This design comes from an exercise in tuning for small area, a short achievable clock period and few clock cycles on the open sky130 flow, not from production work.
Only simulation tests tie the RTL to the original design; equivalence was not proved.
Power and IR drop assume default switching activity.

### design/flow/config.mk
export PLATFORM = sky130hd
export DESIGN_NAME = upc_decoder
export DESIGN_NICKNAME = upc_decoder
export VERILOG_FILES = /design/flow/design.v
export SDC_FILE = /design/flow/constraint.sdc
export NUM_CORES = 4
export LEC_CHECK = 0
export CAP_MARGIN = 20
export CORE_MARGIN = 2
export CORE_UTILIZATION = 65
export PLACE_DENSITY = 0.8
export SLEW_MARGIN = 20
### design/flow/constraint.sdc
create_clock -name core_clock -period 11.0 [get_ports {clk}]
set_input_delay 2.2000 -clock core_clock [delete_from_list [all_inputs] [get_ports {clk}]]
set_output_delay 2.2000 -clock core_clock [all_outputs]
set_load 0.01 [all_outputs]
### design/flow/design.v
module upc_decoder (
    input  wire        clk,
    input  wire        rst,         
    input  wire [2:0]  cmd,
    output wire        done,        
    output wire        ok,          
    output reg  [2:0]  err,         
    output reg  [9:0]  len,         
    output wire [9:0]  bw,          
    output reg         rev,         
    output wire [9:0]  e_win,       
    output wire [9:0]  e_bw,        
    output wire [2:0]  gfail,       
    output reg  [1:0]  e_which,     
    output reg         e_side,      
    output reg  [6:0]  e_val,       
    output reg  [47:0] dig,         
    output reg  [7:0]  csum         
);
    wire [1:0] op = cmd[2:1];
    reg idle, busy, done_r, ok_r;
    assign done = done_r;
    assign ok   = ok_r;
    wire acc_clear = (op == 2'b01) && (idle || done_r);
    wire acc_push  = (op == 2'b10) && idle && !len[9];
    wire acc_start = (op == 2'b11) && idle;
    reg push_q, pix_q, start_q, init_q;
    reg l95;                        
    wire fin;                       
    wire fin_ok;                    
    always @(posedge clk) begin
        if (rst) begin
            idle   <= 1'b1;
            busy   <= 1'b0;
            done_r <= 1'b0;
            ok_r   <= 1'b0;
            len    <= 10'd0;
        end else begin
            if (acc_clear) begin
                done_r <= 1'b0;
                ok_r   <= 1'b0;
                len    <= 10'd0;
            end
            if (acc_push)
                len <= len + 10'd1;
            if (acc_start) begin
                idle <= 1'b0;
                busy <= 1'b1;
            end
            if (busy && fin) begin
                busy   <= 1'b0;
                done_r <= 1'b1;
                ok_r   <= fin_ok;
            end
            if (acc_clear)
                idle <= 1'b1;
        end
        push_q  <= !rst && acc_push;
        pix_q   <= cmd[0];
        start_q <= !rst && acc_start;
        init_q  <= rst || acc_clear;
        l95     <= (len == 10'd95);
    end
    reg m_push;                     
    reg m_res;                      
    reg m_lifo;                     
    reg m_div;                      
    reg m_rot;                      
    reg fbm;                        
    reg [511:0] slb;
    always @(posedge clk) begin
        if (push_q || m_rot)
            slb <= {slb[510:0], push_q ? pix_q : slb[511]};
    end
    reg        lead;                
    reg        lz;                  
    reg [9:0]  w;                   
    reg        w1;                  
    reg [9:0]  nx;                  
    reg        atb;                 
    reg        cm;                  
    reg        wfirst, wmix;
    reg [9:0]  f;                   
    reg        f95;                 
    reg [9:0]  since;               
    reg [9:0]  emix;                
    reg        mix_any, mix39, win9, par;
    reg [9:0]  t;                   
    reg        t0, t1, teq;         
    reg        go;                  
    reg        revr;                
    reg        misal;               
    reg        k39, k9, ks, kc, ke, kx, kl, kr, k94;
    reg        g_s, g_c, g_e;
    reg [6:0]  cw;
    reg        lk, lk_side;
    reg [3:0]  slot;
    reg        unk;
    reg        lkb;
    reg [4:0]  dw;                  
    reg        c10;                 
    function [8:0] kflags;
        input [9:0] v;
        reg a, b, c, d, e, x, l, r, n;
        begin
            a = (v >= 10'd3) && (v <= 10'd9);
            b = (v == 10'd9);
            c = (v <= 10'd2);
            d = (v >= 10'd45) && (v <= 10'd49);
            e = (v >= 10'd92) && (v <= 10'd94);
            x = c ? (v != 10'd1) : d ? (v == 10'd46 || v == 10'd48) : (v != 10'd93);
            l = (v == 10'd9)  || (v == 10'd16) || (v == 10'd23) || (v == 10'd30) ||
                (v == 10'd37) || (v == 10'd44);
            r = (v == 10'd56) || (v == 10'd63) || (v == 10'd70) || (v == 10'd77) ||
                (v == 10'd84) || (v == 10'd91);
            n = (v == 10'd94);
            kflags = {a, b, c, d, e, x, l, r, n};
        end
    endfunction
    wire lifo_last = (t[3:0] == 4'd15);
    wire step = (m_push && push_q) || m_lifo || (m_rot && go);
    wire p    = m_push ? pix_q : m_lifo ? slb[{5'd0, t[3:0]}] : slb[511];
    wire        wstep  = step && !(lead && p);     
    wire        ev     = wstep && cm;              
    wire        val    = atb ? p : wfirst;
    wire        mixed  = !atb && (wmix || (p != wfirst));
    wire [9:0]  f_inc  = f + 10'd1;
    wire [8:0]  kn     = kflags(f_inc);
    wire [9:0]  nx_inc = nx + 10'd1;
    wire [9:0]  t_inc  = t + 10'd1;
    wire [10:0] nx_sub = {1'b0, nx} - {1'b0, w};
    function [4:0] sym_l;           
        input [6:0] c;
        case (c)
            7'd13: sym_l = 5'h10;  7'd25: sym_l = 5'h11;
            7'd19: sym_l = 5'h12;  7'd61: sym_l = 5'h13;
            7'd35: sym_l = 5'h14;  7'd49: sym_l = 5'h15;
            7'd47: sym_l = 5'h16;  7'd59: sym_l = 5'h17;
            7'd55: sym_l = 5'h18;  7'd11: sym_l = 5'h19;
            default: sym_l = 5'h00;
        endcase
    endfunction
    function [4:0] sym_r;
        input [6:0] c;
        case (c)
            7'd114: sym_r = 5'h10; 7'd102: sym_r = 5'h11;
            7'd108: sym_r = 5'h12; 7'd66:  sym_r = 5'h13;
            7'd92:  sym_r = 5'h14; 7'd78:  sym_r = 5'h15;
            7'd80:  sym_r = 5'h16; 7'd68:  sym_r = 5'h17;
            7'd72:  sym_r = 5'h18; 7'd116: sym_r = 5'h19;
            default: sym_r = 5'h00;
        endcase
    endfunction
    wire [6:0] cw_v   = revr ? {cw[0], cw[1], cw[2], cw[3], cw[4], cw[5], cw[6]} : cw;
    wire       side_v = lk_side ^ revr;            
    wire [4:0] sym_v  = side_v ? sym_r(cw_v) : sym_l(cw_v);
    wire [3:0] pos    = revr ? (4'd11 - slot) : slot;
    wire       w3     = ~(slot[0] ^ revr);
    wire [4:0] dw_n   = w3 ? ({1'b0, sym_v[3:0]} + {sym_v[3:0], 1'b0}) : {1'b0, sym_v[3:0]};
    function c10f;
        input [7:0] s;
        c10f = (s == 8'd0)   || (s == 8'd10)  || (s == 8'd20)  || (s == 8'd30)  ||
               (s == 8'd40)  || (s == 8'd50)  || (s == 8'd60)  || (s == 8'd70)  ||
               (s == 8'd80)  || (s == 8'd90)  || (s == 8'd100) || (s == 8'd110) ||
               (s == 8'd120) || (s == 8'd130) || (s == 8'd140) || (s == 8'd150) ||
               (s == 8'd160) || (s == 8'd170) || (s == 8'd180) || (s == 8'd190) ||
               (s == 8'd200) || (s == 8'd210);
    endfunction
    wire [2:0] gf_v  = revr ? {g_s, g_c, g_e} : {g_e, g_c, g_s};
    reg  [2:0] r_err;
    reg        r_rev;
    reg        r_win;               
    reg        r_g;                 
    reg        r_fb;                
    reg        r_bwt;               
    always @(*) begin
        r_err = 3'd0;
        r_rev = 1'b0;
        r_win = 1'b0;
        r_g   = 1'b0;
        r_fb  = 1'b0;
        r_bwt = 1'b0;
        if (lz) begin
            r_err = 3'd1;
        end else if (!win9) begin
            r_err = 3'd3;
        end else if (mix39) begin
            r_err = 3'd2;
        end else if (!revr) begin
            if (mix_any)            r_err = 3'd2;
            else if (!atb || !f95)  r_err = 3'd3;
            else                    r_g = 1'b1;
        end else begin
            r_rev = 1'b1;
            if (!fbm && t0) begin
                r_err = 3'd1;
            end else if (fbm || (teq && atb)) begin
                r_win = 1'b1;
                if (mix_any)              r_err = 3'd2;
                else if (misal || !f95)   r_err = 3'd3;
                else                      r_g = 1'b1;
            end else if (t1 && !l95) begin
                r_err = 3'd3;       
                r_bwt = 1'b1;
            end else begin
                r_fb = 1'b1;
            end
        end
        if (r_g) begin
            if (gf_v != 3'd0)   r_err = 3'd4;
            else if (unk)       r_err = 3'd5;
            else if (!c10)      r_err = 3'd6;
        end
    end
    wire lifo_hit = m_lifo && ev && mixed;
    wire res_now  = (m_push && start_q) || m_res;
    assign fin    = (res_now && !r_fb) || lifo_hit;
    assign fin_ok = res_now && (r_err == 3'd0);
    assign bw    = w;
    assign e_win = emix;
    assign e_bw  = since;
    assign gfail = {g_e, g_c, g_s};
    integer d;
    always @(posedge clk) begin
        lk  <= 1'b0;
        lkb <= 1'b0;
        c10 <= c10f(csum);
        if (init_q) begin
            err     <= 3'd0;
            rev     <= 1'b0;
            emix    <= 10'd0;
            e_which <= 2'd0;
            e_side  <= 1'b0;
            e_val   <= 7'd0;
            dig     <= 48'd0;
            m_push  <= 1'b1;
            m_res   <= 1'b0;
            m_lifo  <= 1'b0;
            m_div   <= 1'b0;
            m_rot   <= 1'b0;
            fbm     <= 1'b0;
            lead    <= 1'b1;
            lz      <= 1'b1;
            w       <= 10'd0;
            w1      <= 1'b0;
            nx      <= 10'd1;
            atb     <= 1'b1;
            cm      <= 1'b0;
            f       <= 10'd1;
            {k39, k9, ks, kc, ke, kx, kl, kr, k94} <= kflags(10'd1);
            f95     <= 1'b0;
            since   <= 10'd0;
            mix_any <= 1'b0;
            mix39   <= 1'b0;
            win9    <= 1'b0;
            par     <= 1'b0;
            t       <= 10'd0;
            t0      <= 1'b1;
            t1      <= 1'b0;
            teq     <= 1'b1;
            go      <= 1'b0;
            revr    <= 1'b0;
            misal   <= 1'b0;
            g_s     <= 1'b0;
            g_c     <= 1'b0;
            g_e     <= 1'b0;
            slot    <= 4'd0;
            unk     <= 1'b0;
            csum    <= 8'd0;
        end else begin
            if (step && lead) begin
                if (p) begin
                    w   <= w + 10'd1;
                    w1  <= lz;
                    cm  <= lz;
                    lz  <= 1'b0;
                end else begin
                    lead <= 1'b0;
                end
            end
            if (m_push && push_q) begin
                t   <= pix_q ? t_inc : 10'd0;
                t0  <= !pix_q;
                t1  <= pix_q && t0;
                teq <= pix_q ? (lead || t_inc == w) : lz;
            end
            if (wstep) begin
                atb    <= cm;
                wfirst <= val;
                wmix   <= mixed;
                if (cm) begin
                    nx <= 10'd1;
                    cm <= w1;
                end else begin
                    nx <= nx_inc;
                    cm <= (nx_inc == w);
                end
            end
            if (ev) begin
                f <= f_inc;
                {k39, k9, ks, kc, ke, kx, kl, kr, k94} <= kn;
                f95 <= k94;
                if (mixed) begin
                    mix_any <= 1'b1;
                    since   <= 10'd0;
                    if (!mix_any || (m_push && k39 && !mix39))
                        emix <= f;
                    if (m_push && k39)
                        mix39 <= 1'b1;
                end else begin
                    since <= since + 10'd1;
                end
                if (m_push && k39)
                    par <= par ^ val;
                if (m_push && k9) begin
                    win9 <= 1'b1;
                    revr <= ~(par ^ val);
                end
                if (ks && val != kx) g_s <= 1'b1;
                if (kc && val != kx) g_c <= 1'b1;
                if (ke && val != kx) g_e <= 1'b1;
                cw <= {cw[5:0], val};
                if (kl || kr) begin
                    lk      <= 1'b1;
                    lk_side <= kr;
                end
            end
            if (lk) begin
                for (d = 0; d < 12; d = d + 1)
                    if (pos == d[3:0]) dig[4*d +: 4] <= sym_v[3:0];
                if (!sym_v[4] && (revr || !unk)) begin
                    unk    <= 1'b1;
                    e_side <= side_v;
                    e_val  <= cw_v;
                end
                dw   <= dw_n;
                lkb  <= 1'b1;
                slot <= slot + 4'd1;
            end
            if (lkb)
                csum <= csum + {3'd0, dw};
            if (res_now) begin
                m_push <= 1'b0;
                m_res  <= 1'b0;
                if (r_fb) begin
                    m_lifo  <= (len[9:4] != 6'd0);
                    m_div   <= (len[9:4] == 6'd0);
                    nx      <= (len[9:4] == 6'd0) ? len : 10'd1;
                    w       <= t;
                    w1      <= t1;
                    cm      <= t1;
                    lead    <= 1'b0;
                    atb     <= 1'b1;
                    f       <= 10'd0;
                    {k39, k9, ks, kc, ke, kx, kl, kr, k94} <= kflags(10'd0);
                    f95     <= 1'b0;
                    mix_any <= 1'b0;
                    t       <= 10'd0;
                end else begin
                    lkb     <= 1'b0;            
                    err     <= r_err;
                    rev     <= r_rev;
                    revr    <= r_rev;
                    emix    <= (r_err != 3'd2) ? 10'd0 : (r_win ? since : emix);
                    since   <= (r_err == 3'd2) ? w : 10'd0;
                    if (r_bwt) w <= t;
                    if (!r_g) begin
                        g_s <= 1'b0;
                        g_c <= 1'b0;
                        g_e <= 1'b0;
                    end else if (revr) begin
                        g_s <= g_e;
                        g_e <= g_s;
                    end
                    e_which <= (r_err != 3'd4) ? 2'd0 :
                               gf_v[0] ? 2'd0 : gf_v[1] ? 2'd1 : 2'd2;
                    if (r_err != 3'd5) begin
                        e_side <= 1'b0;
                        e_val  <= 7'd0;
                    end
                    if (r_err != 3'd0 && r_err != 3'd6) begin
                        dig  <= 48'd0;
                        csum <= 8'd0;
                    end
                end
            end
            if (m_lifo) begin
                t <= t_inc;
                if (lifo_hit) begin
                    m_lifo  <= 1'b0;
                    lk      <= 1'b0;
                    lkb     <= 1'b0;
                    err     <= 3'd2;
                    rev     <= 1'b1;
                    emix    <= f;
                    since   <= w;
                    g_s     <= 1'b0;
                    g_c     <= 1'b0;
                    g_e     <= 1'b0;
                    e_which <= 2'd0;
                    e_side  <= 1'b0;
                    e_val   <= 7'd0;
                    dig     <= 48'd0;
                    csum    <= 8'd0;
                end else if (lifo_last) begin
                    m_lifo <= 1'b0;
                    m_div  <= 1'b1;
                    nx     <= len;
                end
            end
            if (m_div) begin
                if (!nx_sub[10]) begin
                    nx <= nx_sub[9:0];
                end else begin
                    m_div   <= 1'b0;
                    m_rot   <= 1'b1;
                    misal   <= (nx != 10'd0);
                    emix    <= 10'd512 - len + nx;     
                    go      <= len[9] && (nx == 10'd0);
                    t       <= 10'd0;                   
                    fbm     <= 1'b1;
                    atb     <= 1'b1;
                    cm      <= w1;
                    nx      <= 10'd1;
                    f       <= 10'd0;
                    {k39, k9, ks, kc, ke, kx, kl, kr, k94} <= kflags(10'd0);
                    f95     <= 1'b0;
                    since   <= 10'd0;
                    mix_any <= 1'b0;
                    g_s     <= 1'b0;
                    g_c     <= 1'b0;
                    g_e     <= 1'b0;
                    slot    <= 4'd0;
                    unk     <= 1'b0;
                    csum    <= 8'd0;
                end
            end
            if (m_rot) begin
                t <= t_inc;
                if (t_inc == emix) go <= 1'b1;
                if (t == 10'd511) begin
                    m_rot <= 1'b0;
                    m_res <= 1'b1;
                end
            end
        end
    end
endmodule
### design/flow/flow/run.sh
#!/bin/bash
# Standard layout (the standard.sh: the standard synthesis and ORFS flow),
# with the port buffers as buf_2 cells and repair_timing asked for more setup
# margin than the clock period needs. The constraints are the design's.
set -euo pipefail
bash standard.sh \
  "SETUP_SLACK_MARGIN=7.7" \
  "BUFFER_PORTS_ARGS=-buffer_cell sky130_fd_sc_hd__buf_2" \
  finish > make_finish.log 2>&1
### design/flow/standard.sh
#!/bin/bash
# synth_recipe.tcl (not shown) runs the flow's synth.tcl, then flattens the netlist and writes it again
# the make line also repeats each setting of config.mk as NAME=value (left out here)
make -C /OpenROAD-flow-scripts/flow DESIGN_CONFIG=/design/flow/config.mk WORK_HOME=/design/flow/orfs CLKGATE_MAP_FILE= SYNTH_SCRIPT=/design/flow/synth_recipe.tcl "${@:-finish}"
==> summary.txt, run 1 <==
Status
  • Outcome: timing/DRC/antenna clean

Synthesis
  • Most used flip-flop cell after synthesis: edfxtp_1
  • Seq/Total Area, Yosys: 69.5%
  • Synthesis Warnings: 1
  • Synth unique cells: 87
  • Syn Nets: 2,161
  • Seq cells post-synth: 718
  • Cells after synthesis: 2,104
  • Post-synth EDFFs: 527
  • FFs w/ async S/R, synth: 0%
  • Synth Area per Inst: 13.4 um2
  • Post-Syn Area: 28,300 um2

Critical path
  • Crit path kind: flop to output pin
  • R2r setup slk: 7760 ps
  • Crit-path slowest cell: dfxtp_1
  • CP Buf/Inv Count: 1
  • Crit-path cells: buf_2
  • CP required: 8800 ps
  • CP top delay family: flip-flops
  • CP arrival: 1150 ps
  • Startpoint Class: flop
  • Slowest stage delay, CP: 380 ps
  • CP Capture Type: output pin
  • CP Max Fanout: 2

Global routing
  • First-pass GRT wire length: 105,000 um
  • Met2 Use GR: 48.8%
  • Met3 global-route usage: 5.44%
  • Total gr overflow: 0
  • Total track usage: 30.9%
  • Met1 usage: 43.9%
  • GRT busiest layer: met2
  • Initial antenna violation count: 0
  • Largest net degree at the start of global routing: 107
  • Vias in the first global route: 17,700

Placed design
  • HPWL Detailed: 37,700 um
  • Port Buf Inserts: 119
  • Placer congestion estimate: 0.947
  • Inst Count DP: 2,724

Die
  • Die ar.: 45,200 um2
  • Starting Density: 65.8%
  • I/O Pins: 120
  • Die height: 213 um
  • Die width: 213 um
  • Core area: 43,000 um2
  • Std cell rows: 76

Min path
  • Min-Delay Path Class: flop to flop

Timing
  • Fin Setup TNS: 0 ps
  • Clock skew: 17.0 ps
  • Fmax: 298 MHz
  • RSZ-0062 raised after global routing: true
  • Final setup fails: 0
  • Min Hold Slack: 414 ps
  • Crit path time final: 3350 ps
  • Endpoints failing hold: 0
  • Slew Limit Fails: 0
  • Worst-Margin Slew: 1050 ps
  • Fin crit share: 30.5%
  • Slew HR: 30.1%

Power
  • PwrDens: 166 nW/um2
  • Peak VDD IR: 0.177 mV
  • Total power: 5540 uW
  • Pleak: 0.0102 uW

Routing
  • TritonRoute pass-1 iters: 8
  • Total number of vias: 18,500
  • Antenna viol nets, final: 0
  • 1st-iter DRT viols: 2,505
  • Drt total wl: 70,500 um
  • DR DRC count: 0
  • Avg Vias per Cell: 6.29
  • Wire length per cell: 23.9 um

Clocking
  • Number of clock sinks: 718
  • Number of CTS-inserted buffers: 71
  • H-Tree Depth: 3
  • Post-CTS Hold Buffers: 0
  • CTS Root Cell: clkbuf_16
  • Later-pin clock latency in the skew report: 620 ps
  • Clk slew on worst S/H paths: 70 ps
  • CTS max path bufs: 3
  • CTS tree: built

Cells and area
  • Share of cells above drive strength 1: 22.2%
  • Final Non-Filler Cells: 2,948
  • Final-stage net count: 2,365
  • Util after Layout: 77.5%
  • Area Overhead vs Synth: 17.9%
  • ANT cells: 0
  • Most common cell after layout, fill and taps aside: edfxtp_1
  • Most frequent cells in the layout: edfxtp_1, nor2_1, nand2_1, buf_4, a21oi_1

Flow run
  • # Max-Cap Violations: 0
==> report_power, final <==
part           switching, uW  internal (uW)  total [uW]
logic                   82.4           27.7         110
clock network           1090           1440        2530
registers               9.21           2880        2890
total                   1180           4350        5540
==> cell families after synthesis <==
kind of cell	count (synthesis)	synth area share [%]
and+or+nand+nor	604	10.4
muxes	49	1.81
AOI/OAI and AO/OA	406	9.85
xor gates and xnor gates	114	3.53
buffers and inverters	161	2.48
adders and majority gates	52	2.41
DFF	718	69.5
==> stage by stage <==
stage | instance area [um2] | setup WS (ps)
6_report | 33300 | 7650
5_1_grt | 33300 | 7620
2_1_floorplan | 28300 | 6370
3_3_place_gp | 29300 | 7140
4_1_cts | 32800 | 7670
3_5_place_dp | 29300 | 7080
==> what timing repair did <==
action	in CTS	in global routing
buffers inserted	71	25
resized for setup	212	80
setup endpoints to repair	317	273
pin swaps	2	3
==> synthesized netlist by cell type, types with 7 or more instances <==
cell	number	area share (%)
nand4_1	22	0.49
a22oi_1	22	0.58
a211oi_1	45	1.2
a311oi_1	9	0.28
o21a_1	7	0.19
buf_6	8	0.32
or2_2	7	0.15
buf_1	9	0.12
dfxtp_1	191	14
nand3_1	53	0.94
nand3b_1	9	0.24
edfxtp_1	527	56
xnor2_1	78	2.4
mux2i_1	42	1.5
nand2_1	150	2.0
buf_2	17	0.30
xor2_1	36	1.1
nor2b_1	30	0.66
nor3_1	47	0.83
a21oi_2	11	0.34
ha_1	48	2.1
o22ai_1	12	0.27
o211ai_1	8	0.21
nor4_1	9	0.20
or3_1	9	0.20
a21o_1	23	0.61
nor2_1	180	2.4
a21oi_1	82	1.5
nand2b_1	24	0.53
inv_1	58	0.77
clkbuf_1	63	0.84
o21ai_0	82	1.5
a31oi_1	24	0.53
and3_1	23	0.51
==> registers in the layout, summed over array words and instances (netlist names), 2 cells and up <==
register / flops
nx: 10
cw: 7
f: 10
slb: 512
err: 3
e_val: 7
dig: 48
e_which: 2
emix: 10
slot: 4
csum: 8
t: 10
len: 10
dw: 5
since: 10
w: 10
==> area by class of cell <==
class                   instances  area [um2]
well taps                     585         732
clock buffers                  86        1880
repair buffers                233        1940
fillers                      2586        9660
flip-flops and latches        718       19900
inverters                      59         225
clock inverters                42         502
multi-input cells            1225        8120
==> worst reg2reg max path: stages (launching register included) <==
cell      delay, ps
dfxtp_1         420
and2_1          290
a22o_1          270
o2111a_2        310
o41ai_4         500
nor2_2           50
buf_4           240
and3_1          240
o21ai_0         600
mux2i_1         240
==> worst paths after layout <==
path,cells after the start,endpoint,startpoint
setup / recovery,1,dig[24],dig[24]
hold / removal,0,slb[469],slb[468]
setup reg to reg,9,ok_r,t[3]
hold reg to reg,0,slb[469],slb[468]
==> metal layers <==
layer	up-vias	part of all wire [%]
met5	-	0
met4	0	3.7
met1	9087	41
li1	8235	-
met2	998	47
met3	222	8.0
Testbench counts, summed over its fixed seeds: cycles 47,240.
==> run 2: changes to the inputs <==
==> design/flow/flow/run.sh (replaced) <==
#!/bin/bash
# Standard layout (the standard.sh: the standard synthesis and ORFS flow),
# with the port buffers as buf_2 cells, repair_timing asked for more setup
# margin than the clock period needs, and no dummy loads in the clock tree.
# The constraints are the design's.
set -euo pipefail
bash standard.sh \
  "SETUP_SLACK_MARGIN=7.5" \
  "BUFFER_PORTS_ARGS=-buffer_cell sky130_fd_sc_hd__buf_2" \
  "CTS_ARGS=-sink_clustering_enable -repair_clock_nets -dont_use_dummy_load" \
  finish > make_finish.log 2>&1
==> run 2 against run 1 <==
Effect of this change: still clean on timing, DRC and antenna; synthesized area unchanged; via count down 6.2%; utilization down 5.0 points; sequential power about the same; non-clock buffer count down 87; clock skew up 32 ps; power down 9.3%; routed wire length down 13%; clock-buffer cell count down 17; critical path depth up 1; maximum frequency down 3.0%.
==> summary.txt, run 2 <==
Synthesis
  • Seq/Total Area, Yosys: 69.5% (unchanged)
  • Post-Synth XOR/XNOR Area: 3.53% (unchanged)
  • Complex-gate fraction of the synthesized area: 9.85% (unchanged)
  • Synth area leaders: edfxtp_1, dfxtp_1, xnor2_1, nor2_1, ha_1
  • Cells after synthesis: 2,104 (unchanged)
  • Mux contribution to synthesized area: 1.81% (unchanged)
  • Largest area contributor in the netlist: edfxtp_1
  • Post-Syn Area: 28,300 um2 (unchanged)
  • Synth unique cells: 87 (unchanged)
  • Most common cell in the netlist: edfxtp_1
  • Synth Area in Adders: 2.41% (unchanged)
  • Syn Nets: 2,161 (unchanged)
  • Largest family of logic cells by synthesized area: simple AND/OR/NAND/NOR gates
  • Synth Area per Inst: 13.4 um2 (unchanged)
  • Seq cells post-synth: 718 (unchanged)
  • Synthesis Warnings: 1 (unchanged)
  • Simple-gate share of the synthesized area: 10.4% (unchanged)
  • Post-synth EDFFs: 527 (unchanged)
  • FFs w/ async S/R, synth: 0% (unchanged)
  • Most used flip-flop cell after synthesis: edfxtp_1
  • Share of the synthesized area in the top cell type: 56.0% (unchanged)
  • Top post-synthesis cells by count: edfxtp_1, dfxtp_1, nor2_1, nand2_1

Critical path
  • Worst flop-to-flop path startpoint: cw[6]
  • Startpoint Class: flop
  • RR Endpoint: dw[4]
  • Crit path kind: flop to output pin
  • FF-to-FF path depth: 12 (+3)
  • R2r setup slk: 7640 ps (-120 ps)
  • CP Capture Type: output pin
  • CP arrival: 1260 ps (+110 ps)
  • CP Max Fanout: 10 (+8)
  • CP required: 8800 ps (about the same)

Global routing
  • First-pass GRT wire length: 93,100 um (-11%)
  • Largest net degree at the start of global routing: 206 (+93%)
  • Total gr overflow: 0 (unchanged)
  • Vias in the first global route: 16,100 (-8.7%)
  • Total track usage: 27.0% (-3.9 points)
  • Initial antenna violation count: 0 (unchanged)

Timing
  • Clock skew: 48.6 ps (+31.6 ps)
  • Slew Limit Fails: 0 (unchanged)
  • Fin crit share: 31.4% (+0.96 points)
  • Final setup fails: 0 (unchanged)
  • Worst-Margin Slew: 1050 ps (+4.69 ps)
  • Slew HR: 29.8% (-0.31 points)
  • Fin Setup TNS: 0 ps (unchanged)
  • RSZ-0062 raised after global routing: true
  • Fmax: 289 MHz (-3.0%)
  • Endpoints failing hold: 0 (unchanged)
  • Crit path time final: 3460 ps (+105 ps)

Min path
  • Min-Delay Path Class: flop to flop
  • Hold_sp: slb[325]
  • Hold EP: slb[326]
  • Hold Path Depth: 0 (unchanged)

Clocking
  • CTS Root Cell: clkbuf_16
  • Number of clock sinks: 718 (unchanged)
  • Number of CTS-inserted buffers: 69 (-2.8%)
  • Later-pin clock latency in the skew report: 600 ps (-20 ps)
  • H-Tree Depth: 3 (unchanged)
  • Clk slew on worst S/H paths: 60 ps (about the same)
  • Post-CTS Hold Buffers: 0 (unchanged)
  • CTS tree: built
  • CTS max path bufs: 3 (unchanged)

Die
  • I/O Pins: 120 (unchanged)
  • Die ar.: 45,200 um2 (unchanged)
  • Die width: 213 um (unchanged)
  • Die height: 213 um (unchanged)
  • Std cell rows: 76 (unchanged)
  • Starting Density: 65.8% (unchanged)
  • Core area: 43,000 um2 (unchanged)

Cells and area
  • Final-stage net count: 2,276 (-3.8%)
  • Top flop regs: slb (512), dig (48)
  • Most frequent cells in the layout: edfxtp_1, nor2_1, dfxtp_1, nand2_1, buf_2
  • Share of cells above drive strength 1: 13.0% (-9.2 points)
  • Largest register FFs: 512 (unchanged)
  • Top reg by flops: slb
  • ANT cells: 0 (unchanged)
  • Final Non-Filler Cells: 2,802 (-5.0%)
  • Most common cell after layout, fill and taps aside: edfxtp_1
  • Area Overhead vs Synth: 10.3%

Routing
  • Total number of vias: 17,400 (-6.2%)
  • Avg Vias per Cell: 6.21 (-1.3%)
  • DR DRC count: 0 (unchanged)
  • Antenna viol nets, final: 0 (unchanged)
  • TritonRoute pass-1 iters: 6 (-2)
  • Wire length per cell: 21.9 um (-8.3%)
  • Drt total wl: 61,400 um (-13%)
  • 1st-iter DRT viols: 2,190 (-13%)

Flow run
  • # Max-Cap Violations: 0 (unchanged)

Power
  • Pleak: 0.00932 uW (-8.8%)
  • PwrDens: 161 nW/um2 (-3.1%)
  • Peak VDD IR: 0.125 mV (-30%)

Placed design
  • HPWL Detailed: 36,100 um (-4.0%)
  • Port Buf Inserts: 119 (unchanged)
  • Inst Count DP: 2,722 (-0.073%)
  • Placer congestion estimate: 0.966 (+2.0%)

Status
  • Outcome: timing/DRC/antenna clean
==> run 2: area by class of cell <==
class	count	area, um2
inverter	59	221
timing repair buffer	146	836
fill	2825	11800
tap	585	732
sequential	718	19700
clock buffer	69	1730
multi-input combinational	1225	7980
==> run 2: worst max path at each step <==
| stage | from | end | slack [ps] | cells after the start |
|---|---|---|---|---|
| finish | w[1] | bw[1] | 7540 | 2 |
| detailed placement | t[1] | lk_side | 7040 | 8 |
| global placement | revr | dw[2] | 7040 | 10 |
| global route | cw[6] | dw[4] | 7310 | 12 |
| CTS | atb | nx[5] | 7500 | 7 |
| floorplan | m_rot | slb[0] | 6370 | 2 |
==> run 2: kinds of logic after synthesis <==
logic type	count (synthesis)
flip-flops	718
AND/OR/NAND/NOR	604
adder cells (fa/ha/maj)	52
buffers and inverters	161
AO/OA/AOI/OAI	406
multiplexers	49
XOR/XNOR	114
==> run 2: power by group <==
| group | internal [uW] | switching, uW |
|---|---|---|
| clock | 1100 | 909 |
| combinational | 24.4 | 77.9 |
| sequential | 2900 | 9.10 |
| total | 4020 | 996 |
==> run 2: worst max-delay path, cell delays in order, from the launching register on <==
cell and delay (ps):
dfxtp_1 340, buf_6 180, buf_2 150
==> run 2: metrics by stage <==
stage / hold slack [ps] / cell area, um2 / setup WS (ps) / utilization [%] / total power, uW
floorplan: 400 / 28300 / 6370 / - / 3040
global placement: 402 / 29300 / 7040 / 68.1 / 3060
detailed placement: 405 / 29300 / 7040 / 68.1 / 3060
global route: 411 / 31200 / 7310 / 72.5 / 5160
finish: 402 / 31200 / 7540 / 72.5 / 5020
CTS: 397 / 31100 / 7500 / 72.3 / 5060
==> run 2: metal layers <==
layer  vias up  GRT usage (%)  routed length (um)
li1       8010              -                   -
met1      8469           39.3               26900
met2       755           41.6               28300
met3       155           4.46                4120
met4         0           9.52                2090
met5         -              0                   0
==> run 2: what timing repair did <==
item                                    in CTS  in global routing
pin swaps                                    2                  0
endpoints found under the setup margin     131                111
buffers inserted                             5                  6
gates resized for setup                     22                 12
==> run 3: changes to the inputs <==
--- a/design/flow/flow/run.sh
+++ b/design/flow/flow/run.sh
@@ -5,7 +5,7 @@
 # The constraints are the design's.
 set -euo pipefail
 bash standard.sh \
-  "SETUP_SLACK_MARGIN=7.5" \
+  "SETUP_SLACK_MARGIN=7.7" \
   "BUFFER_PORTS_ARGS=-buffer_cell sky130_fd_sc_hd__buf_2" \
   "CTS_ARGS=-sink_clustering_enable -repair_clock_nets -dont_use_dummy_load" \
   finish > make_finish.log 2>&1
==> run 3 against run 2 <==
Effect of this change: still clean; maximum frequency increased by 4.5%; global-route usage increased by 2.7 points; combinational power increased by 6%; first-iteration DRC count increased by 9.6%; critical path depth decreased by 1; non-clock buffer count increased by 87; sequential power about the same; clock skew increased by 5.2 ps; largest cell class unchanged; largest power group unchanged.
==> summary.txt, run 3 <==
Timing
  • Min Hold Slack: 391 ps (-11.2 ps)
  • Fmax: 302 MHz (+4.5%)
  • RSZ-0062 raised after global routing: true
  • Setup WS post-layout: 7690 ps (+149 ps)
  • Slew HR: 31.0% (+1.2 points)
  • Clock skew: 53.8 ps (+5.24 ps)
  • Fin Setup TNS: 0 ps (unchanged)
  • Fin crit share: 30.1% (-1.4 points)
  • Crit path time final: 3310 ps (-149 ps)
  • Final setup fails: 0 (unchanged)
  • Slew Limit Fails: 0 (unchanged)
  • Worst-Margin Slew: 1030 ps (-18.6 ps)
  • Endpoints failing hold: 0 (unchanged)

Min path
  • Hold_sp: slb[470]
  • Min-Delay Path Class: flop to flop

Synthesis
  • Cells after synthesis: 2,104 (unchanged)
  • Most common cell in the netlist: edfxtp_1
  • Most used flip-flop cell after synthesis: edfxtp_1
  • Syn Nets: 2,161 (unchanged)
  • Share of the synthesized area in the top cell type: 56.0% (unchanged)
  • Post-synth EDFFs: 527 (unchanged)
  • Seq/Total Area, Yosys: 69.5% (unchanged)
  • Top post-synthesis cells by count: edfxtp_1, dfxtp_1, nor2_1, nand2_1
  • Synth Area per Inst: 13.4 um2 (unchanged)
  • Largest area contributor in the netlist: edfxtp_1
  • FFs w/ async S/R, synth: 0% (unchanged)
  • Synth unique cells: 87 (unchanged)
  • Post-Syn Area: 28,300 um2 (unchanged)
  • Synthesis Warnings: 1 (unchanged)
  • Synth area leaders: edfxtp_1, dfxtp_1, xnor2_1, nor2_1, ha_1
  • Seq cells post-synth: 718 (unchanged)

Placed design
  • HPWL Detailed: 37,700 um (+4.2%)
  • DP Area: 29,300 um2 (about the same)
  • Port Buf Inserts: 119 (unchanged)
  • Placer congestion estimate: 0.947 (-2.0%)
  • Dpl ws: 7080 ps (+43.3 ps)

Clocking
  • H-Tree Depth: 3 (unchanged)
  • Number of clock sinks: 718 (unchanged)
  • Number of CTS-inserted buffers: 71 (+2.9%)
  • CTS tree: built
  • Clk slew on worst S/H paths: 60 ps (about the same)
  • CTS Root Cell: clkbuf_16
  • CTS max path bufs: 3 (unchanged)
  • Later-pin clock latency in the skew report: 620 ps (+20 ps)

Critical path
  • Slowest stage delay, CP: 390 ps (+50 ps)
  • CP top delay family: flip-flops
  • CP Max Fanout: 2 (-8)
  • R2r setup slk: 7740 ps (+100 ps)
  • FF-to-FF path depth: 9 (-3)
  • Startpoint Class: flop
  • RR Endpoint: ok_r
  • CP required: 8800 ps (about the same)
  • Crit-path cells: buf_6
  • CP arrival: 1110 ps (-150 ps)
  • CP Buf/Inv Count: 1 (-1)
  • Stages on worst setup path: 1 (-1)
  • CP Capture Type: output pin
  • Worst setup path end: bw[9]
  • Crit-path slowest cell: dfxtp_4
  • Crit path kind: flop to output pin
  • CP Launch Point: w[9]
  • Worst flop-to-flop path startpoint: t[3]

Cells and area
  • FF+latch area: 19,900 um2 (+0.94%)
  • Top reg by flops: slb
  • ANT cells: 0 (unchanged)
  • Cell area after layout: 32,400 um2 (+4.0%)
  • Top flop regs: slb (512), dig (48)
  • Final-stage net count: 2,365 (+3.9%)
  • Share of cells above drive strength 1: 19.3% (+6.2 points)
  • Util after Layout: 75.4% (+2.9 points)
  • Most frequent cells in the layout: edfxtp_1, nor2_1, nand2_1, dfxtp_1, buf_4
  • Most common cell after layout, fill and taps aside: edfxtp_1
  • Largest register FFs: 512 (unchanged)
  • Area Overhead vs Synth: 14.6%
  • Fill cells: 2,723 (-3.6%)
  • Multi-input logic area: 8110 um2 (+1.6%)

Global routing
  • Largest net degree at the start of global routing: 107 (-48%)
  • Total track usage: 29.7% (+2.7 points)
  • Initial antenna violation count: 0 (unchanged)
  • Vias in the first global route: 17,200 (+6.8%)
  • Total gr overflow: 0 (unchanged)
  • First-pass GRT wire length: 101,000 um (+8.3%)

Die
  • Starting Density: 65.8% (unchanged)
  • Die height: 213 um (unchanged)
  • Die width: 213 um (unchanged)
  • I/O Pins: 120 (unchanged)
  • Std cell rows: 76 (unchanged)
  • Core area: 43,000 um2 (unchanged)
  • Die ar.: 45,200 um2 (unchanged)

Routing
  • DR DRC count: 0 (unchanged)
  • Wire length per cell: 23.3 um (+6.4%)
  • TritonRoute pass-1 iters: 6 (unchanged)
  • Total number of vias: 18,200 (+4.9%)
  • Drt total wl: 67,400 um (+9.8%)
  • 1st-iter DRT viols: 2,400 (+9.6%)
  • Antenna viol nets, final: 0 (unchanged)
  • Avg Vias per Cell: 6.31 (+1.6%)

Flow run
  • # Max-Cap Violations: 0 (unchanged)

Power
  • Peak VDD IR: 0.128 mV (+2.4%)
  • Pleak: 0.00990 uW (+6.2%)
  • PwrDens: 157 nW/um2 (-2.7%)

Status
  • Outcome: timing/DRC/antenna clean
==> run 3: final cells by class <==
type,instances,share of cell area (%)
clock buffers,71,5.48
inverters,59,0.695
multi-input cells,1225,25.0
flip-flops and latches,718,61.3
well taps,585,2.26
repair buffers,233,5.26
==> run 3: cells by family after synthesis <==
family                     Yosys count  share of synthesized area [%]
AOI/OAI and AO/OA                  406                           9.85
xor gates and xnor gates           114                           3.53
adders and majority gates           52                           2.41
buffers and inverters              161                           2.48
DFF                                718                           69.5
muxes                               49                           1.81
and+or+nand+nor                    604                           10.4
==> run 3: power by group <==
part,internal [uW],leakage [uW],switching [uW]
registers,2880,0.00486,8.75
logic,27.1,0.00416,81.3
clock network,1130,0.000875,942
==> run 3: metrics by stage <==
step,power (uW),instances
after CTS,5120,2862
after global placement,3060,2724
after floorplan,3040,2104
after detailed placement,3060,2724
after global routing,5220,2891
final,5080,2891
==> run 3: worst min path at each step <==
stage | end | slack [ps] | cells past startpoint
floorplan | slb[100] | 400 | 0
global placement | slb[481] | 400 | 0
detailed placement | slb[117] | 400 | 0
CTS | slb[471] | 390 | 0
global route | slb[471] | 390 | 0
finish | slb[471] | 390 | 0
==> run 3: routing by layer <==
metal | up-vias | global-route usage [%] | wire length [um]
li1 | 8166 | - | -
met1 | 9017 | 42.0 | 28500
met2 | 889 | 47.2 | 31900
met3 | 164 | 5.16 | 4870
met4 | 0 | 10.2 | 2150
met5 | - | 0 | 0
==> run 3: repair_timing <==
| action | in CTS | in global routing |
|---|---|---|
| setup buffers | 67 | 29 |
| pin swaps | 2 | 3 |
| resized for setup | 153 | 51 |
| setup endpoints to repair | 287 | 213 |
| hold buffers | 0 | 0 |
==> run 4: changes to the inputs <==
--- a/design/flow/flow/run.sh
+++ b/design/flow/flow/run.sh
@@ -5,7 +5,7 @@
 # The constraints are the design's.
 set -euo pipefail
 bash standard.sh \
-  "SETUP_SLACK_MARGIN=7.7" \
+  "SETUP_SLACK_MARGIN=7.6" \
   "BUFFER_PORTS_ARGS=-buffer_cell sky130_fd_sc_hd__buf_2" \
   "CTS_ARGS=-sink_clustering_enable -repair_clock_nets -dont_use_dummy_load" \
   finish > make_finish.log 2>&1
==> run 4 against run 3 <==
Effect of this change: still clean on timing, DRC and antenna; utilization decreased by 2.2 points; clock skew fell by 11 ps; power shrank 1.2%; routed wire length shrank 7.8%; design area shrank 2.9%; final cell count fell by 2.4%; via count fell by 4.1%; non-clock buffer count down 67; clock-buffer cell count decreased by 2.
==> summary.txt, run 4 <==
Status
  • Outcome: timing/DRC/antenna clean

Synthesis
  • Share of the synthesized area in the top cell type: 56.0% (unchanged)
  • Synth area leaders: edfxtp_1, dfxtp_1, xnor2_1, nor2_1, ha_1
  • Most used flip-flop cell after synthesis: edfxtp_1
  • Synth Area in Adders: 2.41% (unchanged)
  • Seq cells post-synth: 718 (unchanged)
  • Post-synth EDFFs: 527 (unchanged)
  • Largest family of logic cells by synthesized area: simple AND/OR/NAND/NOR gates
  • Most common cell in the netlist: edfxtp_1
  • Seq/Total Area, Yosys: 69.5% (unchanged)
  • Top post-synthesis cells by count: edfxtp_1, dfxtp_1, nor2_1, nand2_1
  • Simple-gate share of the synthesized area: 10.4% (unchanged)
  • Post-Syn Area: 28,300 um2 (unchanged)
  • Syn Nets: 2,161 (unchanged)
  • Synthesis Warnings: 1 (unchanged)
  • Mux contribution to synthesized area: 1.81% (unchanged)
  • Cells after synthesis: 2,104 (unchanged)
  • Synth Area per Inst: 13.4 um2 (unchanged)
  • Largest area contributor in the netlist: edfxtp_1
  • Post-Synth XOR/XNOR Area: 3.53% (unchanged)
  • Synth unique cells: 87 (unchanged)
  • FFs w/ async S/R, synth: 0% (unchanged)
  • Complex-gate fraction of the synthesized area: 9.85% (unchanged)

Cells and area
  • Final-stage net count: 2,296 (-2.9%)
  • Most frequent cells in the layout: edfxtp_1, nor2_1, nand2_1, dfxtp_1, buf_2
  • Share of cells above drive strength 1: 15.2% (-4.0 points)
  • Cell area after layout: 31,500 um2 (-2.9%)
  • Area Overhead vs Synth: 11.3%
  • ANT cells: 0 (unchanged)
  • Largest register FFs: 512 (unchanged)
  • Top flop regs: slb (512), dig (48)
  • Most common cell after layout, fill and taps aside: edfxtp_1
  • Top reg by flops: slb

Routing
  • DR DRC count: 0 (unchanged)
  • Wire length per cell: 22.0 um (-5.6%)
  • Drt total wl: 62,200 um (-7.8%)
  • TritonRoute pass-1 iters: 6 (unchanged)
  • Avg Vias per Cell: 6.20 (-1.8%)
  • 1st-iter DRT viols: 2,223 (-7.4%)
  • Total number of vias: 17,500 (-4.1%)
  • Antenna viol nets, final: 0 (unchanged)

Global routing
  • Initial antenna violation count: 0 (unchanged)
  • Total gr overflow: 0 (unchanged)
  • Vias in the first global route: 16,200 (-6.3%)
  • First-pass GRT wire length: 93,700 um (-7.1%)
  • Largest net degree at the start of global routing: 206 (+93%)
  • Total track usage: 27.2% (-2.5 points)

Timing
  • Slew Limit Fails: 0 (unchanged)
  • Clock skew: 43.0 ps (-10.8 ps)
  • Endpoints failing hold: 0 (unchanged)
  • Worst-Margin Slew: 1060 ps (+21.2 ps)
  • Fin crit share: 30.7% (+0.60 points)
  • Final setup fails: 0 (unchanged)
  • Fmax: 296 MHz (-1.9%)
  • Fin Setup TNS: 0 ps (unchanged)
  • Crit path time final: 3370 ps (+65.5 ps)
  • Slew HR: 29.6% (-1.4 points)
  • RSZ-0062 raised after global routing: true

Placed design
  • Port Buf Inserts: 119 (unchanged)
  • DP Area: 29,300 um2 (about the same)
  • HPWL Detailed: 36,100 um (-4.0%)
  • Placer congestion estimate: 0.966 (+2.0%)

Critical path
  • FF-to-FF path depth: 12 (+3)
  • Stages on worst setup path: 1 (unchanged)
  • Worst flop-to-flop path startpoint: revr
  • CP required: 8800 ps (about the same)
  • Startpoint Class: flop
  • Crit-path slowest cell: dfxtp_4
  • Crit path kind: flop to output pin
  • CP Capture Type: output pin
  • CP Launch Point: w[5]
  • Slowest stage delay, CP: 430 ps (+40 ps)
  • Crit-path cells: buf_2
  • CP Buf/Inv Count: 1 (unchanged)
  • CP top delay family: flip-flops
  • CP arrival: 1170 ps (+60 ps)
  • CP Max Fanout: 7 (+5)

Min path
  • Hold_sp: slb[325]
  • Hold Path Depth: 0 (unchanged)
  • Min-Delay Path Class: flop to flop

Clocking
  • CTS tree: built
  • Clk slew on worst S/H paths: 70 ps (about the same)
  • Later-pin clock latency in the skew report: 600 ps (-20 ps)
  • H-Tree Depth: 3 (unchanged)
  • Number of clock sinks: 718 (unchanged)
  • Number of CTS-inserted buffers: 69 (-2.8%)
  • CTS max path bufs: 3 (unchanged)
  • CTS Root Cell: clkbuf_16

Die
  • Std cell rows: 76 (unchanged)
  • Die ar.: 45,200 um2 (unchanged)
  • Core area: 43,000 um2 (unchanged)
  • Starting Density: 65.8% (unchanged)
  • I/O Pins: 120 (unchanged)
  • Die height: 213 um (unchanged)
  • Die width: 213 um (unchanged)

Power
  • PwrDens: 160 nW/um2 (+1.8%)
  • Pleak: 0.00947 uW (-4.3%)
  • Peak VDD IR: 0.125 mV (-2.3%)

Flow run
  • # Max-Cap Violations: 0 (unchanged)
-- run 4: repair_timing --
item,in CTS,in global routing
hold buffers,0,0
setup buffers,10,21
hold endpoints to repair,0,0
pin swaps,2,0
setup endpoints to repair,179,189
gates resized for setup,67,18
-- run 4: final timing paths --
kind | slack (ps) | end
max reg2reg | 7750 | dw[4]
max | 7630 | bw[5]
min | 400 | slb[326]
min reg2reg | 400 | slb[326]
-- run 4: area by class of cell --
cell class              instances  area, um2
clock buffers                  69       1730
fillers                      2788      11500
inverters                      59        221
multi-input cells            1225       8000
flip-flops and latches        718      19800
well taps                     585        732
repair buffers                166       1030
-- run 4: report_power, final --
| group | internal, uW | leakage [uW] | switching [uW] |
|---|---|---|---|
| combinational | 25.0 | 0.00378 | 78.0 |
| sequential | 2890 | 0.00484 | 8.94 |
| clock | 1100 | 0.000850 | 910 |
-- run 4: metrics by stage --
step                      hold slack, ps  util, %  power, uW  instances  setup slack [ps]
after floorplan                      400        -       3040       2104              6370
after global placement               402     68.1       3060       2722              7040
after detailed placement             405     68.1       3060       2722              7040
after CTS                            397     72.6       5060       2801              7600
after global routing                 410     73.2       5150       2822              7490
final                                399     73.2       5020       2822              7630
-- run 4: logic make-up after synthesis --
kind of cell / Yosys count
buffers and inverters: 161
XOR/XNOR: 114
multiplexers: 49
adder cells (fa/ha/maj): 52
AND/OR/NAND/NOR: 604
flip-flops: 718
AO/OA/AOI/OAI: 406
-- run 4: layer usage --
metal  wire length [um]  vias up  GRT usage, %  part of all wire [%]
met5                  0        -             0                     0
met4               1920        0          9.21                   3.1
met3               3980      145          4.31                   6.4
met2              29200      732          42.3                    47
met1              27100     8583          39.6                    44
li1                   -     8029             -                     -
==> run 5: changes to the inputs <==
--- a/design/flow/design.v
+++ b/design/flow/design.v
@@ -90,7 +90,7 @@
     reg        go;                  
     reg        revr;                
     reg        misal;               
-    reg        k39, k9, ks, kc, ke, kx, kl, kr, k94;
+    wire       k39, k9, ks, kc, ke, kx, kl, kr, k94;
     reg        g_s, g_c, g_e;
     reg [6:0]  cw;
     reg        lk, lk_side;
@@ -125,7 +125,7 @@
     wire        val    = atb ? p : wfirst;
     wire        mixed  = !atb && (wmix || (p != wfirst));
     wire [9:0]  f_inc  = f + 10'd1;
-    wire [8:0]  kn     = kflags(f_inc);
+    assign {k39, k9, ks, kc, ke, kx, kl, kr, k94} = kflags(f);
     wire [9:0]  nx_inc = nx + 10'd1;
     wire [9:0]  t_inc  = t + 10'd1;
     wire [10:0] nx_sub = {1'b0, nx} - {1'b0, w};
@@ -247,7 +247,6 @@
             atb     <= 1'b1;
             cm      <= 1'b0;
             f       <= 10'd1;
-            {k39, k9, ks, kc, ke, kx, kl, kr, k94} <= kflags(10'd1);
             f95     <= 1'b0;
             since   <= 10'd0;
             mix_any <= 1'b0;
@@ -298,7 +297,6 @@
             end
             if (ev) begin
                 f <= f_inc;
-                {k39, k9, ks, kc, ke, kx, kl, kr, k94} <= kn;
                 f95 <= k94;
                 if (mixed) begin
                     mix_any <= 1'b1;
@@ -352,7 +350,6 @@
                     lead    <= 1'b0;
                     atb     <= 1'b1;
                     f       <= 10'd0;
-                    {k39, k9, ks, kc, ke, kx, kl, kr, k94} <= kflags(10'd0);
                     f95     <= 1'b0;
                     mix_any <= 1'b0;
                     t       <= 10'd0;
@@ -423,7 +420,6 @@
                     cm      <= w1;
                     nx      <= 10'd1;
                     f       <= 10'd0;
-                    {k39, k9, ks, kc, ke, kx, kl, kr, k94} <= kflags(10'd0);
                     f95     <= 1'b0;
                     since   <= 10'd0;
                     mix_any <= 1'b0;
--- a/design/flow/flow/run.sh
+++ b/design/flow/flow/run.sh
@@ -5,7 +5,7 @@
 # The constraints are the design's.
 set -euo pipefail
 bash standard.sh \
-  "SETUP_SLACK_MARGIN=7.6" \
+  "SETUP_SLACK_MARGIN=7.55" \
   "BUFFER_PORTS_ARGS=-buffer_cell sky130_fd_sc_hd__buf_2" \
   "CTS_ARGS=-sink_clustering_enable -repair_clock_nets -dont_use_dummy_load" \
   finish > make_finish.log 2>&1
==> run 5 against run 4 <==
Effect of this change: critical path depth did not move; non-clock buffer count fell by 20; global-route usage fell by 2.1 points; setup slack got worse by 39 ps; clock power fell by 2%; die area fell by 3.1%; synthesized area fell by 3.2%; maximum frequency fell by 1.1%; critical path type unchanged; critical endpoint is now len[9]; largest power group unchanged; highest routed layer unchanged.
==> summary.txt, run 5 <==
Clocking
  • Later-pin clock latency in the skew report: 610 ps (about the same)
  • Number of CTS-inserted buffers: 68 (-1.4%)
  • H-Tree Depth: 3 (unchanged)
  • CTS Root Cell: clkbuf_16
  • CTS tree: built
  • Clk slew on worst S/H paths: 60 ps (about the same)
  • Number of clock sinks: 709 (-1.3%)
  • CTS max path bufs: 3 (unchanged)

Min path
  • Hold EP: slb[40]
  • Hold Path Depth: 0 (unchanged)
  • Min-Delay Path Class: flop to flop
  • Hold_sp: slb[39]

Cells and area
  • Top reg by flops: slb
  • Top flop regs: slb (512), dig (48)
  • Most frequent cells in the layout: edfxtp_1, nor2_1, dfxtp_1, buf_2, nand2_1
  • Final Non-Filler Cells: 2,611 (-7.5%)
  • Final-stage net count: 2,131 (-7.2%)
  • Share of cells above drive strength 1: 15.3% (+0.056 points)
  • ANT cells: 0 (unchanged)
  • Most common cell after layout, fill and taps aside: edfxtp_1
  • Area Overhead vs Synth: 11.0%
  • Cell area after layout: 30,400 um2 (-3.4%)
  • Largest register FFs: 512 (unchanged)

Routing
  • 1st-iter DRT viols: 1,591 (-28%)
  • Drt total wl: 55,400 um (-11%)
  • Total number of vias: 16,100 (-8.0%)
  • Antenna viol nets, final: 0 (unchanged)
  • Avg Vias per Cell: 6.16 (-0.60%)
  • DR DRC count: 0 (unchanged)
  • TritonRoute pass-1 iters: 5 (-1)
  • Wire length per cell: 21.2 um (-3.7%)

Placed design
  • Placer congestion estimate: 0.905 (-6.3%)
  • Dpl ws: 6830 ps (-212 ps)
  • HPWL Detailed: 32,700 um (-9.5%)
  • Port Buf Inserts: 119 (unchanged)
  • Inst Count DP: 2,523 (-7.3%)
  • DP Area: 28,300 um2 (-3.2%)

Critical path
  • R2r setup slk: 7700 ps (-50 ps)
  • Crit-path cells: buf_2
  • CP Max Fanout: 8 (+1)
  • CP arrival: 1210 ps (+40 ps)
  • Crit-path slowest cell: dfxtp_2
  • Slowest stage delay, CP: 470 ps (+40 ps)
  • Startpoint Class: flop
  • Worst flop-to-flop path startpoint: revr
  • RR Endpoint: dw[4]
  • CP Buf/Inv Count: 1 (unchanged)
  • CP required: 8800 ps (about the same)
  • FF-to-FF path depth: 13 (+1)
  • Crit path kind: flop to output pin
  • CP Capture Type: output pin
  • CP top delay family: flip-flops

Synthesis
  • Most common cell in the netlist: edfxtp_1
  • Synth Area per Inst: 14.1 um2 (+5.0%)
  • Share of the synthesized area in the top cell type: 57.8% (+1.8 points)
  • FFs w/ async S/R, synth: 0% (unchanged)
  • Syn Nets: 1,998 (-7.5%)
  • Post-synth EDFFs: 527 (unchanged)
  • Synth area leaders: edfxtp_1, dfxtp_1, nor2_1, ha_1, xnor2_1
  • Synth unique cells: 93 (+6.9%)
  • Post-Syn Area: 27,400 um2 (-3.2%)
  • Most used flip-flop cell after synthesis: edfxtp_1
  • Largest area contributor in the netlist: edfxtp_1
  • Seq/Total Area, Yosys: 71.1% (+1.6 points)
  • Cells after synthesis: 1,941 (-7.7%)
  • Synthesis Warnings: 1 (unchanged)
  • Seq cells post-synth: 709 (-1.3%)
  • Top post-synthesis cells by count: edfxtp_1, nor2_1, dfxtp_1, nand2_1, a21oi_1

Timing
  • Setup WS post-layout: 7590 ps (-38.5 ps)
  • Worst-Margin Slew: 1060 ps (+3.95 ps)
  • Clock skew: 42.7 ps (-0.295 ps)
  • RSZ-0062 raised after global routing: true
  • Slew Limit Fails: 0 (unchanged)
  • Fin crit share: 31.0% (+0.35 points)
  • Final setup fails: 0 (unchanged)
  • Fmax: 293 MHz (-1.1%)
  • Fin Setup TNS: 0 ps (unchanged)
  • Crit path time final: 3410 ps (+38.5 ps)
  • Endpoints failing hold: 0 (unchanged)
  • Slew HR: 29.3% (-0.26 points)

Die
  • Starting Density: 65.6% (-0.22 points)
  • Die ar.: 43,800 um2 (-3.1%)
  • Std cell rows: 75 (-1.3%)
  • Die height: 209 um (-1.6%)
  • Core area: 41,800 um2 (-2.8%)
  • Die width: 209 um (-1.6%)
  • I/O Pins: 120 (unchanged)

Global routing
  • Met2 Use GR: 37.6% (-4.7 points)
  • Met1 usage: 37.7% (-1.9 points)
  • GRT busiest layer: met1
  • Met3 global-route usage: 4.54% (+0.23 points)
  • Total gr overflow: 0 (unchanged)
  • Total track usage: 25.1% (-2.1 points)
  • Largest net degree at the start of global routing: 215 (+4.4%)
  • Initial antenna violation count: 0 (unchanged)
  • First-pass GRT wire length: 85,100 um (-9.2%)
  • Vias in the first global route: 15,100 (-6.4%)

Power
  • Combinational share of power: 2.0% (about the same)
  • Switching portion of total power: 19.6% (-0.30 points)
  • Clock network fraction of total power: 39.9% (-0.2 points)
  • PwrDens: 163 nW/um2 (+1.9%)
  • Seq pwr share: 58.2% (+0.4 points)
  • Switching power: 967 uW (-3.0%)
  • Peak VDD IR: 0.128 mV (+2.6%)
  • Pleak: 0.00886 uW (-6.4%)
  • Internal Power: 3970 uW (-1.2%)

Flow run
  • # Max-Cap Violations: 0 (unchanged)

Status
  • Outcome: timing/DRC/antenna clean
[run 5: changes by cell type in the layout (fill, tap and decap cells not counted), sizes merged, moves of 11 or more]
cell	before	now
nand2	150	94
o21ai	84	46
buf	165	144
a21oi	93	75
nand3	53	42
nor2	181	197
xnor2	78	64
a211oi	45	62
[run 5: per-stage QoR]
stage | total power, uW | hold slack, ps | utilization, %
detailed placement | 3020 | 405 | 67.9
global route | 5080 | 408 | 72.7
CTS | 4980 | 392 | 72.2
finish | 4940 | 394 | 72.7
floorplan | 3010 | 400 | -
global placement | 3020 | 402 | 67.9
[run 5: power groups by stage]
stage	Combinational, uW	Sequential, uW	Clock, uW
2_1_floorplan	70.3	2930	0
3_3_place_gp	89.6	2930	0
3_5_place_dp	92.6	2930	0
4_1_cts	93.9	2870	2020
5_1_grt	106	2870	2100
6_report	96.6	2870	1970
[run 5: logic make-up after synthesis]
| kind of cell | after synthesis | share of synthesized area, % |
|---|---|---|
| XOR/XNOR | 110 | 3.52 |
| multiplexers | 50 | 1.87 |
| adder cells (fa/ha/maj) | 52 | 2.49 |
| AO/OA/AOI/OAI | 349 | 9.20 |
| buffers and inverters | 141 | 2.29 |
| AND/OR/NAND/NOR | 530 | 9.52 |
| flip-flops | 709 | 71.1 |
[run 5: final cells by class]
class | count | area (um2)
well taps | 539 | 674
flip-flops and latches | 709 | 19500
fillers | 2649 | 11400
multi-input cells | 1095 | 7430
inverters | 54 | 205
clock buffers | 68 | 1700
repair buffers | 146 | 845
[run 5: worst max-delay path by stage]
stage / start / endpoint / slack, ps / depth (start not counted)
after CTS: since[8] / e_bw[8] / 7550 / 1
after global placement: revr / dw[4] / 6960 / 12
after floorplan: m_rot / slb[0] / 6370 / 2
final: len[9] / len[9] / 7590 / 1
after detailed placement: revr / dw[4] / 6830 / 12
after global routing: m_push / emix[8] / 7480 / 8
[run 5: repair_timing]
item	4_1_cts	5_1_grt
setup endpoints to repair	310	337
hold buffers	0	0
buffers inserted	2	14
gates cloned	1	3
pin swaps	3	4
gates resized for setup	31	33
[run 5: metal layers]
metal	vias to the layer above	wire [um]
met5	-	0
met4	0	1420
met3	103	3570
met2	567	25100
met1	7922	25300
li1	7493	-
Testbench counts of run 5, summed over its fixed seeds: cycles 47,240.
==> run 6: changes to the inputs <==
--- a/design/flow/flow/run.sh
+++ b/design/flow/flow/run.sh
@@ -5,7 +5,7 @@
 # The constraints are the design's.
 set -euo pipefail
 bash standard.sh \
-  "SETUP_SLACK_MARGIN=7.55" \
+  "SETUP_SLACK_MARGIN=7.65" \
   "BUFFER_PORTS_ARGS=-buffer_cell sky130_fd_sc_hd__buf_2" \
   "CTS_ARGS=-sink_clustering_enable -repair_clock_nets -dont_use_dummy_load" \
   finish > make_finish.log 2>&1
==> run 6 against run 5 <==
Effect of this change: setup slack improved by 45 ps; sequential share of layout area shrank 0.68 points; clock power barely moved; clock-buffer cell count rose by 2; first-iteration DRC count rose by 6.8%; utilization is 1.1 points higher; largest cell class unchanged; non-clock buffer count rose by 31; sequential power about the same; synthesized area did not move; critical endpoint is now ok_r; via count rose by 1.5%; still clean; critical path depth is 6 higher.
==> summary.txt, run 6 <==
Critical path
  • CP arrival: 3830 ps (+2620 ps)
  • CP Launch Point: m_lifo
  • FF-to-FF path depth: 7 (-6)
  • Worst flop-to-flop path startpoint: m_lifo
  • R2r setup slk: 7630 ps (-70 ps)
  • CP Capture Type: flop
  • Startpoint Class: flop
  • Crit path kind: flop to flop
  • RR Endpoint: ok_r
  • CP Max Fanout: 14 (+6)
  • CP required: 11,460 ps (+2660 ps)

Routing
  • Wire length per cell: 21.3 um (+0.57%)
  • DR DRC count: 0 (unchanged)
  • Avg Vias per Cell: 6.18 (+0.24%)
  • Drt total wl: 56,400 um (+1.9%)
  • 1st-iter DRT viols: 1,699 (+6.8%)
  • Total number of vias: 16,300 (+1.5%)
  • Antenna viol nets, final: 0 (unchanged)
  • TritonRoute pass-1 iters: 7 (+2)

Die
  • Die width: 209 um (unchanged)
  • Die height: 209 um (unchanged)
  • Core area: 41,800 um2 (unchanged)
  • Std cell rows: 75 (unchanged)
  • Starting Density: 65.6% (unchanged)
  • Die ar.: 43,800 um2 (unchanged)
  • I/O Pins: 120 (unchanged)

Global routing
  • Vias in the first global route: 15,600 (+3.5%)
  • Initial antenna violation count: 0 (unchanged)
  • Total gr overflow: 0 (unchanged)
  • Largest net degree at the start of global routing: 101 (-53%)
  • Total track usage: 25.3% (+0.15 points)
  • First-pass GRT wire length: 86,200 um (+1.4%)

Placed design
  • Dpl ws: 6360 ps (-466 ps)
  • Placer congestion estimate: 0.926 (+2.3%)
  • HPWL Detailed: 32,300 um (-1.2%)
  • Port Buf Inserts: 119 (unchanged)

Synthesis
  • Synth Area per Inst: 14.1 um2 (unchanged)
  • Post-synth EDFFs: 527 (unchanged)
  • Complex-gate fraction of the synthesized area: 9.20% (unchanged)
  • FFs w/ async S/R, synth: 0% (unchanged)
  • Simple-gate share of the synthesized area: 9.52% (unchanged)
  • Largest area contributor in the netlist: edfxtp_1
  • Most used flip-flop cell after synthesis: edfxtp_1
  • Mux contribution to synthesized area: 1.87% (unchanged)
  • Share of the synthesized area in the top cell type: 57.8% (unchanged)
  • Syn Nets: 1,998 (unchanged)
  • Top post-synthesis cells by count: edfxtp_1, nor2_1, dfxtp_1, nand2_1, a21oi_1
  • Cells after synthesis: 1,941 (unchanged)
  • Synth area leaders: edfxtp_1, dfxtp_1, nor2_1, ha_1, xnor2_1
  • Synthesis Warnings: 1 (unchanged)
  • Largest family of logic cells by synthesized area: simple AND/OR/NAND/NOR gates
  • Seq/Total Area, Yosys: 71.1% (unchanged)
  • Post-Syn Area: 27,400 um2 (unchanged)
  • Post-Synth XOR/XNOR Area: 3.52% (unchanged)
  • Most common cell in the netlist: edfxtp_1
  • Seq cells post-synth: 709 (unchanged)
  • Synth Area in Adders: 2.49% (unchanged)
  • Synth unique cells: 93 (unchanged)

Power
  • Peak VDD IR: 0.116 mV (-9.6%)
  • Pleak: 0.00909 uW (+2.5%)
  • PwrDens: 161 nW/um2 (-0.91%)

Cells and area
  • Fill cells: 2,585 (-2.4%)
  • Largest register FFs: 512 (unchanged)
  • Most common cell after layout, fill and taps aside: edfxtp_1
  • Top flop regs: slb (512), dig (48)
  • Share of cells above drive strength 1: 18.1% (+2.8 points)
  • Final-stage net count: 2,165 (+1.6%)
  • Top reg by flops: slb
  • Area Overhead vs Synth: 12.6%
  • ANT cells: 0 (unchanged)
  • Most frequent cells in the layout: edfxtp_1, nor2_1, dfxtp_1, buf_2, nand2_1
  • Util after Layout: 73.8% (+1.1 points)
  • Multi-input logic area: 7530 um2 (+1.3%)
  • FF+latch area: 19,600 um2 (+0.45%)

Clocking
  • Number of clock sinks: 709 (unchanged)
  • Later-pin clock latency in the skew report: 600 ps (about the same)
  • CTS tree: built
  • Number of CTS-inserted buffers: 70 (+2.9%)
  • CTS max path bufs: 3 (unchanged)
  • Clk slew on worst S/H paths: 60 ps (about the same)
  • CTS Root Cell: clkbuf_16
  • H-Tree Depth: 3 (unchanged)
  • Post-CTS Hold Buffers: 0 (unchanged)

Timing
  • Setup WS post-layout: 7630 ps (+44.6 ps)
  • RSZ-0062 raised after global routing: true
  • Final setup fails: 0 (unchanged)
  • Fin crit share: 30.6% (-0.41 points)
  • Slew Limit Fails: 0 (unchanged)
  • Crit path time final: 3370 ps (-44.6 ps)
  • Slew HR: 41.5% (+12 points)
  • Endpoints failing hold: 0 (unchanged)
  • Min Hold Slack: 388 ps (-5.67 ps)
  • Clock skew: 43.6 ps (+0.829 ps)
  • Fmax: 297 MHz (+1.3%)
  • Fin Setup TNS: 0 ps (unchanged)
  • Worst-Margin Slew: 870 ps (-190 ps)

Status
  • Outcome: timing/DRC/antenna clean

Min path
  • Hold_sp: slb[478]
  • Hold EP: slb[479]
  • Min-Delay Path Class: flop to flop
  • Hold Path Depth: 0 (unchanged)

Flow run
  • # Max-Cap Violations: 0 (unchanged)
[run 6: per-layer routing]
metal | wire length [um] | track usage [%] | vias to the layer above | share of wire, %
met5 | 0 | 0 | - | 0
met4 | 1640 | 9.56 | 0 | 2.9
met3 | 3710 | 4.54 | 118 | 6.6
met2 | 25300 | 37.8 | 596 | 45
met1 | 25700 | 37.4 | 8054 | 46
li1 | - | - | 7565 | -
[run 6: kinds of logic after synthesis]
family,Yosys count
AO/OA/AOI/OAI,349
XOR/XNOR,110
adder cells (fa/ha/maj),52
buffers and inverters,141
flip-flops,709
multiplexers,50
AND/OR/NAND/NOR,530
[run 6: metrics by stage]
step                power, uW  cell area, um2  std cells
finish                   4970           30800       2645
global route             5110           30800       2645
CTS                      5020           30400       2614
detailed placement       3020           28300       2524
global placement         3020           28300       2524
floorplan                3010           27400       1941
[run 6: cell type report]
class	count	share of cell area, %
clock buffers	70	5.68
inverters	54	0.674
multi-input cells	1096	24.4
flip-flops and latches	709	63.6
well taps	539	2.19
repair buffers	177	3.46
[run 6: worst max-delay path: stages, from the launching register on]
cell and delay (ps):
dfxtp_1 660, inv_1 210, or4_4 600, nand3_1 100, o2111a_1 460, o2111ai_4 530
a21boi_1 470, mux2i_1 230
[run 6: worst max path at each step]
stage | endpoint | slack (ps) | depth (start not counted)
6_report | ok_r | 7630 | 7
5_1_grt | dw[4] | 7490 | 15
4_1_cts | dw[4] | 7560 | 13
3_5_place_dp | dw[4] | 6360 | 12
3_3_place_gp | dw[4] | 6520 | 12
2_1_floorplan | slb[0] | 6370 | 2
[run 6: what timing repair did]
item	CTS	global route
pin swaps	3	6
gates cloned	1	4
setup endpoints to repair	451	317
gates resized for setup	88	36
setup buffers	19	27
[run 6: power by group]
group          internal [uW]  switching (uW)
Sequential              2860            8.66
Combinational           25.3            75.4
Clock                   1120             884

[afterwards: timing with drivers on the ports]
How much do the figures lean on ideal ports? The routed layouts below were timed once more, with nothing changed but the port constraints.
Step 1 sets driving cells, clkbuf_16 on the clock port and buf_2 on the other inputs (assumed; they add their load-dependent delay and slew).
Step 2, shift: input delay + t, output delay - t, t = (earliest + latest rising clock arrival at the registers) / 2. This alone moves slack from input paths to output paths.
Three values: ideal ports, drivers, drivers and shift; two values: the first two.
run | t (ns) | slack for setup (ns) | worst setup path after step 2 | slew at the worst register clock pin (ns)
run 1 | 0.677 | 7.648 / 7.584 / 7.390 | input to register | 0.07 / 0.07
run 2 | 0.632 | 7.543 / 7.484 / 7.176 | input to register | 0.07 / 0.07
run 3 | 0.659 | 7.692 / 7.628 / 7.379 | input to register | 0.07 / 0.07
run 4 | 0.638 | 7.627 / 7.561 / 7.137 | input to register | 0.07 / 0.07
run 5 | 0.637 | 7.588 / 7.532 / 7.189 | input to register | 0.06 / 0.06
run 6 | 0.630 | 7.633 / 7.608 / 7.239 | input to register | 0.06 / 0.06
After both steps setup and hold are still met in every run listed. For run 4, which loses most, drivers alone change the setup slack by -0.066 ns; drivers and shift together by -0.490 ns.
